Source: an optimization exercise on an open RTL-to-GDS flow (aim: small area, a short achievable clock period and few clock cycles). Production flows keep margins and buffers that such runs may drop.
Only simulation tests tie the RTL to the original design; equivalence was not proved.
Power figures rest on the tool's default switching activity, not on a simulated workload.

--- flow/config.mk ---
export PLATFORM = sky130hd
export DESIGN_NAME = mtc
export DESIGN_NICKNAME = mtc
export VERILOG_FILES = /design/flow/design.v
export SDC_FILE = /design/flow/constraint.sdc
export NUM_CORES = 8
export LEC_CHECK = 0
export CAP_MARGIN = 20
export CORE_MARGIN = 2
export CORE_UTILIZATION = 40
export PLACE_DENSITY = 0.6
export SLEW_MARGIN = 20
--- flow/constraint.sdc ---
create_clock -name core_clock -period 10.0 [get_ports {clk}]
set_input_delay 2.0000 -clock core_clock [delete_from_list [all_inputs] [get_ports {clk}]]
set_output_delay 2.0000 -clock core_clock [all_outputs]
set_load 0.01 [all_outputs]
--- flow/design.v ---
module mtc (
    input  wire        clk,
    input  wire        rst,           
    input  wire        host_req,
    input  wire        host_we,
    input  wire [9:0]  host_addr,     
    input  wire [31:0] host_wdata,
    output reg         host_ack,
    output reg  [31:0] host_rdata,
    output reg         host_err,      
    input  wire        rx_valid,
    input  wire [31:0] rx_data,
    input  wire        rx_last,
    input  wire        rx_empty,      
    output wire        rx_ready,
    output reg         resume,
    output reg         tx_go,
    output reg  [7:0]  tx_len,
    input  wire [5:0]  tx_addr,
    output wire [31:0] tx_data,
    input  wire        tx_done,
    input  wire        tx_ok
);
    localparam DEPTH = 64;
    localparam ST_IDLE = 2'd0, ST_ARMED = 2'd1, ST_PEND = 2'd2, ST_COOL = 2'd3;
    localparam E_OK = 4'd0, E_CFG = 4'd1, E_TRUNC = 4'd2, E_NOSTART = 4'd3,
               E_MALF = 4'd4, E_SHORT = 4'd5, E_BUSY = 4'd6, E_NOFRAME = 4'd7,
               E_ILL = 4'd8, E_BADST = 4'd9, E_TXBUSY = 4'd10;
    localparam C_INV = 3'd0, C_GAP = 3'd1, C_ZERO = 3'd2, C_ONE = 3'd3, C_START = 3'd4;
    localparam F_IDLE = 2'd0, F_DEC = 2'd1, F_RX = 2'd2, F_ACK = 2'd3;
    reg  [1:0]  state;
    reg         cache_valid, mb_full, lh_valid;
    reg         tx_busy, tx_trunc, tx_fail, rx_trunc, rx_drop, wlock;
    reg  [3:0]  err;
    reg  [31:0] result, now_r, sym, rx_frame, hit, last_hit, cache;
    reg  [15:0] frame;
    reg  [7:0]  tx_count, rx_count, cap;
    reg  [31:0] tim_start, tim_bits, wm_start, wm_one, wm_zero, wm_gap, cooldown;
    reg  [6:0]  self_pid;
    reg  [1:0]  self_tid;
    reg  [31:0] tx_buf [0:32];        
    reg  [31:0] rx_buf [0:DEPTH-1];
    reg  [1:0]  fsm;
    reg  [3:0]  op;                   
    reg  [5:0]  dec_j;                
    reg  [31:0] dec_f;                
    reg         cmd_resume;           
    reg  [7:0]  rx_j;                 
    reg         rx_acc;               
    reg         rx_over;              
    wire timing_ok = (tim_start[15:0] != 16'd0) && (tim_start[31:16] != 16'd0) &&
                     (tim_bits[15:0]  != 16'd0) && (tim_bits[31:16]  != 16'd0);
    wire wm_ok = (wm_start[15:0] <= wm_start[31:16]) && (wm_one[15:0] <= wm_one[31:16]) &&
                 (wm_zero[15:0]  <= wm_zero[31:16])  && (wm_gap[15:0] <= wm_gap[31:16]) &&
                 (wm_start[15:0] >  wm_one[31:16])   && (wm_one[15:0] >  wm_zero[31:16]) &&
                 (wm_zero[15:0]  >  wm_gap[31:16]);
    wire [31:0] status = {12'd0, err, 3'd0, wlock, rx_drop, rx_trunc, wm_ok, timing_ok,
                          tx_fail, tx_trunc, tx_busy, lh_valid, mb_full, cache_valid, state};
    function [3:0] quantize(input [7:0] d);
        begin
            if (d > 8'd100)      quantize = 4'd0;
            else if (d <= 8'd1)  quantize = 4'd0;
            else if (d <= 8'd3)  quantize = 4'd1;
            else if (d <= 8'd4)  quantize = 4'd2;
            else if (d <= 8'd6)  quantize = 4'd3;
            else if (d <= 8'd9)  quantize = 4'd4;
            else if (d <= 8'd14) quantize = 4'd5;
            else if (d <= 8'd16) quantize = 4'd6;
            else if (d <= 8'd19) quantize = 4'd7;
            else if (d <= 8'd24) quantize = 4'd8;
            else if (d <= 8'd29) quantize = 4'd9;
            else if (d <= 8'd34) quantize = 4'd10;
            else if (d <= 8'd39) quantize = 4'd11;
            else if (d <= 8'd49) quantize = 4'd12;
            else if (d <= 8'd74) quantize = 4'd13;
            else if (d <= 8'd99) quantize = 4'd14;
            else                 quantize = 4'd15;
        end
    endfunction
    function [6:0] dequantize(input [3:0] c);
        begin
            case (c)
                4'd0:  dequantize = 7'd1;
                4'd1:  dequantize = 7'd2;
                4'd2:  dequantize = 7'd4;
                4'd3:  dequantize = 7'd5;
                4'd4:  dequantize = 7'd7;
                4'd5:  dequantize = 7'd10;
                4'd6:  dequantize = 7'd15;
                4'd7:  dequantize = 7'd17;
                4'd8:  dequantize = 7'd20;
                4'd9:  dequantize = 7'd25;
                4'd10: dequantize = 7'd30;
                4'd11: dequantize = 7'd35;
                4'd12: dequantize = 7'd40;
                4'd13: dequantize = 7'd50;
                4'd14: dequantize = 7'd75;
                default: dequantize = 7'd100;
            endcase
        end
    endfunction
    function [15:0] pack_lo(input [6:0] p, input [1:0] t, input [3:0] c);
        pack_lo = {t, c, 2'b00, 1'b0, p};
    endfunction
    function [31:0] pack(input [6:0] p, input [1:0] t, input [3:0] c);
        pack = {16'd0, pack_lo(p, t, c)};
    endfunction
    function [31:0] df(input [15:0] f);
        df = {1'b1, 8'd0, dequantize(f[13:10]), f[13:10], 2'b00, f[15:14], 1'b0, f[6:0]};
    endfunction
    function [2:0] classify(input [15:0] d);
        begin
            if (wm_start[15:0] <= d && d <= wm_start[31:16])     classify = C_START;
            else if (wm_one[15:0] <= d && d <= wm_one[31:16])    classify = C_ONE;
            else if (wm_zero[15:0] <= d && d <= wm_zero[31:16])  classify = C_ZERO;
            else if (wm_gap[15:0] <= d && d <= wm_gap[31:16])    classify = C_GAP;
            else                                                 classify = C_INV;
        end
    endfunction
    function [4:0] pos(input [4:0] k);
        pos = {k[4:3], ~k[2:0]};
    endfunction
    wire [31:0] cw = host_wdata;
    wire [7:0]  cop = cw[7:0];
    reg         cmd_legal;
    always @* begin
        case (cop)
            8'h01, 8'h05: cmd_legal = (cw[31:16] == 16'd0);
            8'h02:        cmd_legal = (cw[31:12] == 20'd0);
            8'h03:        cmd_legal = ((cw & ~32'h00F37FFF) == 32'd0);
            default:      cmd_legal = (cop <= 8'h0F) && (cw[31:8] == 24'd0);
        endcase
    end
    reg  [31:0] rd_data;
    reg         rd_err;
    always @* begin
        rd_data = 32'd0;
        rd_err  = 1'b0;
        if (host_addr < 10'd21) begin
            case (host_addr[4:0])
                5'd0:  rd_data = {8'd1, 8'd32, 8'd16, 8'd64};
                5'd1:  rd_data = 32'd0;
                5'd2:  rd_data = status;
                5'd3:  rd_data = result;
                5'd4:  rd_data = now_r;
                5'd5:  rd_data = sym;
                5'd6:  rd_data = {16'd0, frame};
                5'd7:  rd_data = {24'd0, tx_count};
                5'd8:  rd_data = {24'd0, rx_count};
                5'd9:  rd_data = rx_frame;
                5'd10: rd_data = hit;
                5'd11: rd_data = last_hit;
                5'd12: rd_data = tim_start;
                5'd13: rd_data = tim_bits;
                5'd14: rd_data = wm_start;
                5'd15: rd_data = wm_one;
                5'd16: rd_data = wm_zero;
                5'd17: rd_data = wm_gap;
                5'd18: rd_data = cooldown;
                5'd19: rd_data = {24'd0, cap};
                default: rd_data = {22'd0, self_tid, 1'b0, self_pid};
            endcase
        end else if (host_addr[9:6] == 4'b0100) begin
            if (host_addr[5:0] <= 6'd32) rd_data = tx_buf[host_addr[5:0]];
            else                         rd_data = 32'd0;
        end else if (host_addr[9:6] == 4'b1000) begin
            rd_data = rx_buf[host_addr[5:0]];
        end else begin
            rd_err = 1'b1;
        end
    end
    assign tx_data = (tx_addr <= 6'd32) ? tx_buf[tx_addr] : 32'd0;
    assign rx_ready = (fsm == F_RX) || (fsm == F_IDLE && !host_req);
    wire [2:0] dec_c     = classify(rx_buf[dec_j][15:0]);
    wire [7:0] dec_lastj = (rx_count > 8'd33) ? 8'd32 : rx_count - 8'd1;
    wire [7:0] enc_n = (cap > 8'd33) ? 8'd33 : cap;
    integer i;
    wire [31:0] frame32 = {16'd0, frame};
    task finish_decode(input ok, input [3:0] derr, input [31:0] f);
        reg [1:0]  st;
        reg        cv;
        reg [31:0] cc;
        reg        res;
        reg        delivered;
        begin
            if (op == 4'h9) begin
                if (ok) begin
                    rx_frame <= f;
                    result   <= df(f[15:0]);
                    err      <= E_OK;
                end else begin
                    rx_frame <= 32'd0;
                    result   <= 32'd0;
                    err      <= derr;
                end
            end else begin
                st  = state;
                cv  = cache_valid;
                cc  = cache;
                res = cmd_resume;
                mb_full <= 1'b0;
                if (ok) begin
                    rx_frame <= f;
                    if (!cv) begin
                        cc = df(f[15:0]);
                        cv = 1'b1;
                        if (st == ST_ARMED) st = ST_PEND;
                    end
                end else begin
                    rx_frame <= 32'd0;
                end
                if (st == ST_ARMED) res = 1'b1;
                delivered = 1'b0;
                if (op == 4'hC) begin
                    if (st == ST_PEND) begin
                        hit       <= cc;
                        cv        = 1'b0;
                        last_hit  <= now_r;
                        lh_valid  <= 1'b1;
                        st        = ST_COOL;
                        delivered = 1'b1;
                    end else begin
                        hit <= 32'd0;
                    end
                end
                state       <= st;
                cache_valid <= cv;
                cache       <= cc;
                resume      <= res;
                if (op == 4'hC)
                    err <= delivered ? E_OK : !ok ? derr : (st == ST_COOL) ? E_BUSY : E_NOFRAME;
                else
                    err <= ok ? E_OK : derr;
            end
            host_ack <= 1'b1;
            fsm      <= F_ACK;
        end
    endtask
    reg [1:0] exp_state;
    reg       exp_resume;
    always @* begin
        exp_state  = state;
        exp_resume = 1'b0;
        if (state == ST_COOL && (now_r - last_hit) >= cooldown) begin
            exp_state  = cache_valid ? ST_PEND : ST_ARMED;
            exp_resume = 1'b1;
        end
    end
    always @(posedge clk) begin
        if (rst) begin
            state <= ST_IDLE;
            cache_valid <= 1'b0; mb_full <= 1'b0; lh_valid <= 1'b0;
            tx_busy <= 1'b0; tx_trunc <= 1'b0; tx_fail <= 1'b0;
            rx_trunc <= 1'b0; rx_drop <= 1'b0; wlock <= 1'b0;
            err <= E_OK;
            result <= 32'd0; now_r <= 32'd0; sym <= 32'd0; frame <= 16'd0;
            tx_count <= 8'd0; rx_count <= 8'd0; rx_frame <= 32'd0;
            hit <= 32'd0; last_hit <= 32'd0; cache <= 32'd0;
            tim_start <= 32'h02580960; tim_bits <= 32'h04B00258;
            wm_start <= 32'd0; wm_one <= 32'd0; wm_zero <= 32'd0; wm_gap <= 32'd0;
            cooldown <= 32'd1500; cap <= DEPTH[7:0];
            self_pid <= 7'd0; self_tid <= 2'd0;
            fsm <= F_IDLE; op <= 4'd0; dec_j <= 6'd0; dec_f <= 32'd0;
            cmd_resume <= 1'b0; rx_j <= 8'd0; rx_acc <= 1'b0; rx_over <= 1'b0;
            host_ack <= 1'b0; host_rdata <= 32'd0; host_err <= 1'b0;
            resume <= 1'b0; tx_go <= 1'b0; tx_len <= 8'd0;
        end else begin
            host_ack <= 1'b0;
            resume   <= 1'b0;
            tx_go    <= 1'b0;
            if (tx_done && tx_busy) begin
                tx_busy <= 1'b0;
                tx_fail <= !tx_ok;
            end
            case (fsm)
            F_IDLE: begin
                if (host_req) begin
                    host_rdata <= 32'd0;
                    host_err   <= 1'b0;
                    host_ack   <= 1'b1;
                    fsm        <= F_ACK;
                    if (!host_we) begin
                        host_rdata <= rd_data;
                        host_err   <= rd_err;
                    end else if (rd_err) begin
                        host_err <= 1'b1;
                    end else if (host_addr == 10'd1) begin
                        if (!cmd_legal) begin
                            err <= E_ILL;
                        end else begin
                            case (cop[3:0])
                            4'h0: err <= E_OK;
                            4'h1: begin result <= {28'd0, quantize(cw[15:8])}; err <= E_OK; end
                            4'h2: begin result <= {25'd0, dequantize(cw[11:8])}; err <= E_OK; end
                            4'h3: begin
                                frame  <= pack_lo(cw[14:8], cw[17:16], cw[23:20]);
                                result <= pack(cw[14:8], cw[17:16], cw[23:20]);
                                err    <= E_OK;
                            end
                            4'h4: begin
                                result <= {16'd0, frame[13:10], 2'b00, frame[15:14], 1'b0, frame[6:0]};
                                err    <= E_OK;
                            end
                            4'h5: begin
                                frame  <= pack_lo(self_pid, self_tid, quantize(cw[15:8]));
                                result <= pack(self_pid, self_tid, quantize(cw[15:8]));
                                err    <= E_OK;
                            end
                            4'h6: begin
                                if (tx_busy)         err <= E_TXBUSY;
                                else if (!timing_ok) err <= E_CFG;
                                else begin
                                    for (i = 0; i < 33; i = i + 1) begin
                                        if (i < enc_n) begin
                                            if (i == 0)
                                                tx_buf[i] <= {tim_start[31:16], tim_start[15:0]};
                                            else if (frame32[pos(i[4:0] - 5'd1)])
                                                tx_buf[i] <= {tim_start[31:16], tim_bits[31:16]};
                                            else
                                                tx_buf[i] <= {tim_start[31:16], tim_bits[15:0]};
                                        end
                                    end
                                    tx_count <= enc_n;
                                    tx_trunc <= (enc_n < 8'd33);
                                    err      <= (enc_n < 8'd33) ? E_TRUNC : E_OK;
                                end
                            end
                            4'h7: begin
                                if (tx_count == 8'd0) err <= E_BADST;
                                else if (tx_busy)     err <= E_TXBUSY;
                                else if (tx_trunc)    err <= E_TRUNC;
                                else begin
                                    tx_busy <= 1'b1;
                                    tx_fail <= 1'b0;
                                    tx_go   <= 1'b1;
                                    tx_len  <= tx_count;
                                    err     <= E_OK;
                                end
                            end
                            4'h8: begin
                                if (!wm_ok) err <= E_CFG;
                                else begin
                                    result <= {29'd0, classify(sym[15:0])};
                                    err    <= E_OK;
                                end
                            end
                            4'h9: begin
                                if (!wm_ok) err <= E_CFG;
                                else begin
                                    op       <= 4'h9;
                                    dec_j    <= 6'd0;
                                    dec_f    <= 32'd0;
                                    host_ack <= 1'b0;
                                    fsm      <= F_DEC;
                                end
                            end
                            4'hA: begin
                                if (state != ST_IDLE)           err <= E_BADST;
                                else if (!timing_ok || !wm_ok)  err <= E_CFG;
                                else begin
                                    state  <= ST_ARMED;
                                    resume <= 1'b1;
                                    err    <= E_OK;
                                end
                            end
                            4'hB, 4'hC: begin
                                if (state == ST_IDLE) err <= E_BADST;
                                else begin
                                    op <= cop[3:0];
                                    if (mb_full) begin
                                        state      <= exp_state;
                                        cmd_resume <= exp_resume;
                                        dec_j      <= 6'd0;
                                        dec_f      <= 32'd0;
                                        host_ack   <= 1'b0;
                                        fsm        <= F_DEC;
                                    end else begin
                                        resume <= exp_resume;
                                        if (cop[3:0] == 4'hC) begin
                                            if (exp_state == ST_PEND) begin
                                                hit         <= cache;
                                                cache_valid <= 1'b0;
                                                last_hit    <= now_r;
                                                lh_valid    <= 1'b1;
                                                state       <= ST_COOL;
                                                err         <= E_OK;
                                            end else begin
                                                hit   <= 32'd0;
                                                state <= exp_state;
                                                err   <= (exp_state == ST_COOL) ? E_BUSY : E_NOFRAME;
                                            end
                                        end else begin
                                            state <= exp_state;
                                            err   <= E_OK;
                                        end
                                    end
                                end
                            end
                            4'hD: begin
                                if (state != ST_COOL) err <= E_BADST;
                                else begin
                                    state  <= cache_valid ? ST_PEND : ST_ARMED;
                                    resume <= 1'b1;
                                    err    <= E_OK;
                                end
                            end
                            4'hE: begin
                                state       <= ST_IDLE;
                                mb_full     <= 1'b0;
                                cache_valid <= 1'b0;
                                cache       <= 32'd0;
                                lh_valid    <= 1'b0;
                                last_hit    <= 32'd0;
                                err         <= E_OK;
                            end
                            default: begin  
                                rx_drop <= 1'b0;
                                wlock   <= 1'b0;
                                err     <= E_OK;
                            end
                            endcase
                        end
                    end else if (host_addr == 10'd4) begin
                        now_r <= host_wdata;
                    end else if (host_addr == 10'd5) begin
                        sym <= host_wdata;
                    end else if (host_addr == 10'd6) begin
                        frame <= host_wdata[15:0];
                    end else if (host_addr == 10'd8 || (host_addr >= 10'd12 && host_addr <= 10'd20) ||
                                 host_addr[9:6] == 4'b1000) begin
                        if (state != ST_IDLE) wlock <= 1'b1;
                        else begin
                            case (host_addr)
                                10'd8:  rx_count  <= (host_wdata[7:0] > DEPTH[7:0]) ? DEPTH[7:0] : host_wdata[7:0];
                                10'd12: tim_start <= host_wdata;
                                10'd13: tim_bits  <= host_wdata;
                                10'd14: wm_start  <= host_wdata;
                                10'd15: wm_one    <= host_wdata;
                                10'd16: wm_zero   <= host_wdata;
                                10'd17: wm_gap    <= host_wdata;
                                10'd18: cooldown  <= host_wdata;
                                10'd19: cap       <= (host_wdata[7:0] > DEPTH[7:0]) ? DEPTH[7:0] : host_wdata[7:0];
                                10'd20: begin self_pid <= host_wdata[6:0]; self_tid <= host_wdata[9:8]; end
                                default: rx_buf[host_addr[5:0]] <= host_wdata;
                            endcase
                        end
                    end
                end else if (rx_valid) begin
                    rx_acc  <= (state != ST_IDLE) && !mb_full;
                    if (state == ST_IDLE || mb_full) begin
                        rx_drop <= 1'b1;
                        if (!rx_last) fsm <= F_RX;
                    end else if (rx_last && rx_empty) begin
                        rx_count <= 8'd0;
                        rx_trunc <= 1'b0;
                        mb_full  <= 1'b1;
                    end else begin
                        if (cap != 8'd0) rx_buf[0] <= rx_data;
                        if (rx_last) begin
                            rx_count <= (cap != 8'd0) ? 8'd1 : 8'd0;
                            rx_trunc <= (cap == 8'd0);
                            mb_full  <= 1'b1;
                        end else begin
                            fsm <= F_RX;
                        end
                    end
                    rx_j    <= 8'd1;
                    rx_over <= (cap == 8'd0);
                end
            end
            F_RX: begin
                if (rx_valid) begin
                    if (rx_acc && rx_j < cap) rx_buf[rx_j[5:0]] <= rx_data;
                    if (rx_j != 8'hFF) rx_j <= rx_j + 8'd1;
                    if (rx_j >= cap) rx_over <= 1'b1;
                    if (rx_last) begin
                        fsm <= F_IDLE;
                        if (rx_acc) begin
                            rx_count <= (rx_j >= cap) ? cap : rx_j + 8'd1;
                            rx_trunc <= (rx_j >= cap) || rx_over;
                            mb_full  <= 1'b1;
                        end
                    end
                end
            end
            F_DEC: begin
                if (rx_count == 8'd0) begin
                    finish_decode(1'b0, E_NOSTART, 32'd0);
                end else if (dec_j == 6'd0) begin
                    if (dec_c != C_START)
                        finish_decode(1'b0, E_NOSTART, 32'd0);
                    else if (dec_lastj == 8'd0)
                        finish_decode(1'b0, E_SHORT, 32'd0);
                    else
                        dec_j <= 6'd1;
                end else begin
                    if (dec_c != C_ONE && dec_c != C_ZERO) begin
                        finish_decode(1'b0, E_MALF, 32'd0);
                    end else begin
                        if (dec_c == C_ONE) dec_f[pos(dec_j[4:0] - 5'd1)] <= 1'b1;
                        if ({2'b00, dec_j} == dec_lastj) begin
                            if (dec_j < 6'd16)
                                finish_decode(1'b0, E_SHORT, 32'd0);
                            else
                                finish_decode(1'b1, E_OK,
                                    dec_f | ((dec_c == C_ONE) ? (32'd1 << pos(dec_j[4:0] - 5'd1)) : 32'd0));
                        end else begin
                            dec_j <= dec_j + 6'd1;
                        end
                    end
                end
            end
            default: begin  
                fsm <= F_IDLE;
            end
            endcase
        end
    end
endmodule
--- flow/run.sh ---
#!/bin/bash
# synth_recipe.tcl (not shown) runs the flow's synth.tcl, then flattens the netlist and writes it again
# the make line also repeats each setting of config.mk as NAME=value (left out here)
make -C /OpenROAD-flow-scripts/flow DESIGN_CONFIG=/design/flow/config.mk WORK_HOME=/design/flow/orfs CLKGATE_MAP_FILE= SYNTH_SCRIPT=/design/flow/synth_recipe.tcl finish
==> flow_summary.toml <==
[worst_setup_path]
critPathKind = "input port to output pin"
startpoint_type = "input port"
cp-end-kind = "output pin"
max_stage_delay_ps = 990
critPathRequiredTime_ps = 8000
critPathArrivalTime_ps = 7080
cp_slowest_cell = "o31ai_1"
crit_path_frequent_cell = "clkdlybuf4s50_1"
crit_chain = "clkdlybuf4s50_1, or2_2, or3_1, nor2_4, buf_12, a22o_1, a221oi_1, nand4_1, nor3_1, o31ai_1, buf_4, clkdlybuf4s50_1"
cp_max_fo = 21

[power]
p_clk_frac = 0.429
power_density_mw_per_mm2 = 177
internal_power_mw = 26.4
vdd_drop_max_uv = 194
comb_power_share = 0.092
power.total_mw = 35.3
p_sw_frac = 0.253
seqPwrFrac = 0.479
p_leak_nw = 62.6
p_sw_mw = 8.94

[final_layout]
fin_util = 0.462
stdcell_count = 18300
multi_input_area_mm2 = 0.0652
syn2layout_area_growth_pct = 14.9
layout.nets = 12700
n_fill_cell = 37200
seqCellArea_mm2 = 0.106
layout-drive-gt1-share = 0.223

[sta]
postLayoutSetupSlackWorst_ps = 917
rsz0062_at_grt = "no"
clock.fmax_mhz = 110
finalCriticalPeriod_ps = 9080
setup_tns_ps = 0
period_share = 0.908
worst_pin_slew_ps = 1390
slew_viol_final = 0
finalHoldViolCount = 0
finalSetupViolations = 0
relSlewSlack = 0.0687
clock_skew_ps = 54.2

[global_routing]
antenna_found_initial = 65
gr-usage-all-layers = 0.385
grt_max_degree = 108
gr-total-overflow = 0
grt_pass1_wl_um = 1150000
grt_pass1_vias = 125000

[clocking]
clock-sinks = 3721
root_buffer = "clkbuf_16"
cts_tree = "built"
post_cts_buffers = 0
cts-resized-gates = 0
ctsHoldBuffers = 0
clock_path_buffers = 4
htree_num_levels = 5
cts_buffers = 401
clk_pin_slew_ps = 50
clock_latency_ps = 1030

[synthesis]
synth_top_area_cell = "edfxtp_1"
netlist_top_cells_count = "edfxtp_1 (3104), mux4_2 (1008), nand2_1 (1003), clkbuf_1 (743), a21oi_1 (666)"
synth_edf_count = 3104
yosysTopAreaCellShare = 0.537
synthesis.nets = 12500
synthCells = 12000
yosys-top-cells-area = "edfxtp_1 (54%), mux4_2 (13%), dfxtp_1 (7.1%)"
netlist_area_mm2 = 0.174
synth_cell_types = 94
synth_most_common_cell = "edfxtp_1"
syn_area_per_cell_um2 = 14.5
ys_seq_area_frac = 0.608
synthArstFlopShare = 0
synth_ff_type = "edfxtp_1"
ys_warn_count = 2
synth-seq-cells = 3721

[drt]
via_count = 132000
drt-vias-per-instance = 7.19
met1_length_um = 313000
met3_length_um = 112000
first_iter_violations = 23800
wire_per_inst_um = 47.5
dr.pass1.iters = 11
totalWireLength_um = 870000
drc_errors = 0
top_layer_used = "met5"
met2_length_um = 373000
ant_nets = 0

[placed_design]
hpwl_um = 566000
port_buffers = 165
dp_cells = 17500
dp_worst_setup_slack_ps = 1290
gp_congestion = 1.02

[floorplanning]
ios = 166
rows = 241
die_x_um = 663
die_y_um = 663
die_area_mm2 = 0.439
core_area_mm2 = 0.432
initial_core_util = 0.402

[worst_hold_path]
hp-class = "register to register"

[status]
status = "timing/DRC/antenna clean"

[flow_run]
cap_violations = 0
==> stage by stage <==
step / hold slack, ps / cell area (µm²)
finish: 449 / 199000
global route: 465 / 199000
CTS: 454 / 199000
detailed placement: 446 / 186000
global placement: 442 / 186000
floorplan: 426 / 174000
==> layout by cell type (no fill, tap or decap), types with 35 or more instances in the layout <==
cell / instances
nand4_1: 248
a222oi_1: 89
a31oi_1: 41
mux2i_1: 38
nor3_1: 118
ha_1: 434
buf_4: 532
o211ai_1: 66
clkbuf_16: 412
and3_1: 57
a211oi_1: 48
edfxtp_1: 3104
mux4_2: 1008
nor2_4: 122
a22o_1: 329
or3_1: 42
nor2b_1: 47
bufinv_16: 35
dfxtp_1: 612
a21o_1: 97
mux2_2: 268
clkbuf_1: 75
clkinv_2: 77
clkdlybuf4s50_1: 149
xnor2_1: 40
nor4_1: 43
nand2b_1: 43
diode_2: 66
nand2_1: 1001
clkinv_1: 69
buf_12: 80
inv_1: 239
a221oi_1: 350
nand3_1: 245
o21a_1: 43
nor2_1: 340
a22oi_1: 500
o21ai_0: 239
a21oi_1: 637
==> state kept, by name, indices dropped and copies added (netlist names), 16 cells and up, named ones only <==
| name | count |
|---|---|
| tim_start | 32 |
| last_hit | 32 |
| now_r | 32 |
| frame | 16 |
| host_rdata | 32 |
| wm_start | 32 |
| tx_buf | 1056 |
| wm_one | 32 |
| cooldown | 32 |
| wm_gap | 32 |
| rx_buf | 2048 |
| tim_bits | 32 |
| dec_f | 32 |
| cache | 32 |
| wm_zero | 32 |
| sym | 32 |
| result | 32 |
| hit | 32 |
| rx_frame | 32 |
==> layer usage <==
metal | vias to the layer above | GRT usage
met2 | 11300 | 0.563
met1 | 68300 | 0.485
met3 | 2832 | 0.128
met5 | - | 0
met4 | 38 | 0.262
li1 | 49200 | -
==> layout make-up <==
class | count | share of cell area
Antenna cell | 66 | 0.000828
Clock buffer | 497 | 0.0538
Clock inverter | 235 | 0.0118
Inverter | 244 | 0.00461
Multi-Input combinational cell | 7058 | 0.327
Sequential cell | 3721 | 0.529
Tap cell | 5710 | 0.0358
Timing Repair Buffer | 784 | 0.0367
==> worst paths after layout <==
kind | start | end | slack, ps | cells after the start
setup / recovery | tx_addr[2] | tx_data[1] | 920 | 12
hold / removal | host_rdata[9] | host_rdata[9] | 450 | 2
setup reg to reg | register | last_hit[0] | 1890 | 20
hold reg to reg | host_rdata[9] | host_rdata[9] | 450 | 2
==> cell families (layout without fill, tap and decap cells) <==
kind of cell / Yosys count / in the layout / synth area share
other: 0 / 66 / 0
DFF: 3721 / 3721 / 0.608
xor gates and xnor gates: 51 / 51 / 0.00265
adders and majority gates: 435 / 435 / 0.0314
AOI/OAI and AO/OA: 2763 / 2763 / 0.114
and+or+nand+nor: 2469 / 2469 / 0.0659
muxes: 1340 / 1340 / 0.152
buffers and inverters: 1174 / 1760 / 0.0257
==> power groups by stage <==
| stage | registers [mW] | clock network [mW] | logic [mW] |
|---|---|---|---|
| floorplan | 17.2 | 0 | 1.76 |
| global placement | 17.2 | 0 | 3.10 |
| detailed placement | 17.2 | 0 | 3.14 |
| CTS | 16.9 | 15.2 | 3.15 |
| global route | 16.9 | 15.8 | 3.33 |
| finish | 16.9 | 15.1 | 3.26 |
==> critical path, delay by kind of cell <==
| family | cells | cell delay [ps] |
|---|---|---|
| AOI/OAI and AO/OA | 3 | 1270 |
| buffers and inverters | 4 | 1900 |
| and+or+nand+nor | 5 | 1850 |
Testbench counts, summed over its fixed seeds: cycles 71,387.

==> separate check: timing with driven ports <==
The results above use ideal ports. As a check the final layout listed here was re-extracted and re-timed, cells and wires unchanged. Step 1 sets driving cells, clkbuf_16 on the clock port and buf_2 on the other inputs (assumed; they add their load-dependent delay and slew). Step 2 times the ports against the registers' clock, not the clock port: input delays grow and output delays shrink by t, the midpoint of the rising clock arrivals with the driver on. Slacks: no drivers / after step 1 / after step 2; pairs: no drivers / after step 1.
t, ns: 1.127
setup slack, ns: 0.917 / 0.890 / 0.890
hold WS [ns]: 0.449 / 0.449 / 0.449
clock arrival spread, ns: 0.059 / 0.059
After both steps this run still meets setup and hold. The setup slack of this run moves by -0.027 ns with the drivers and by -0.027 ns with both steps.
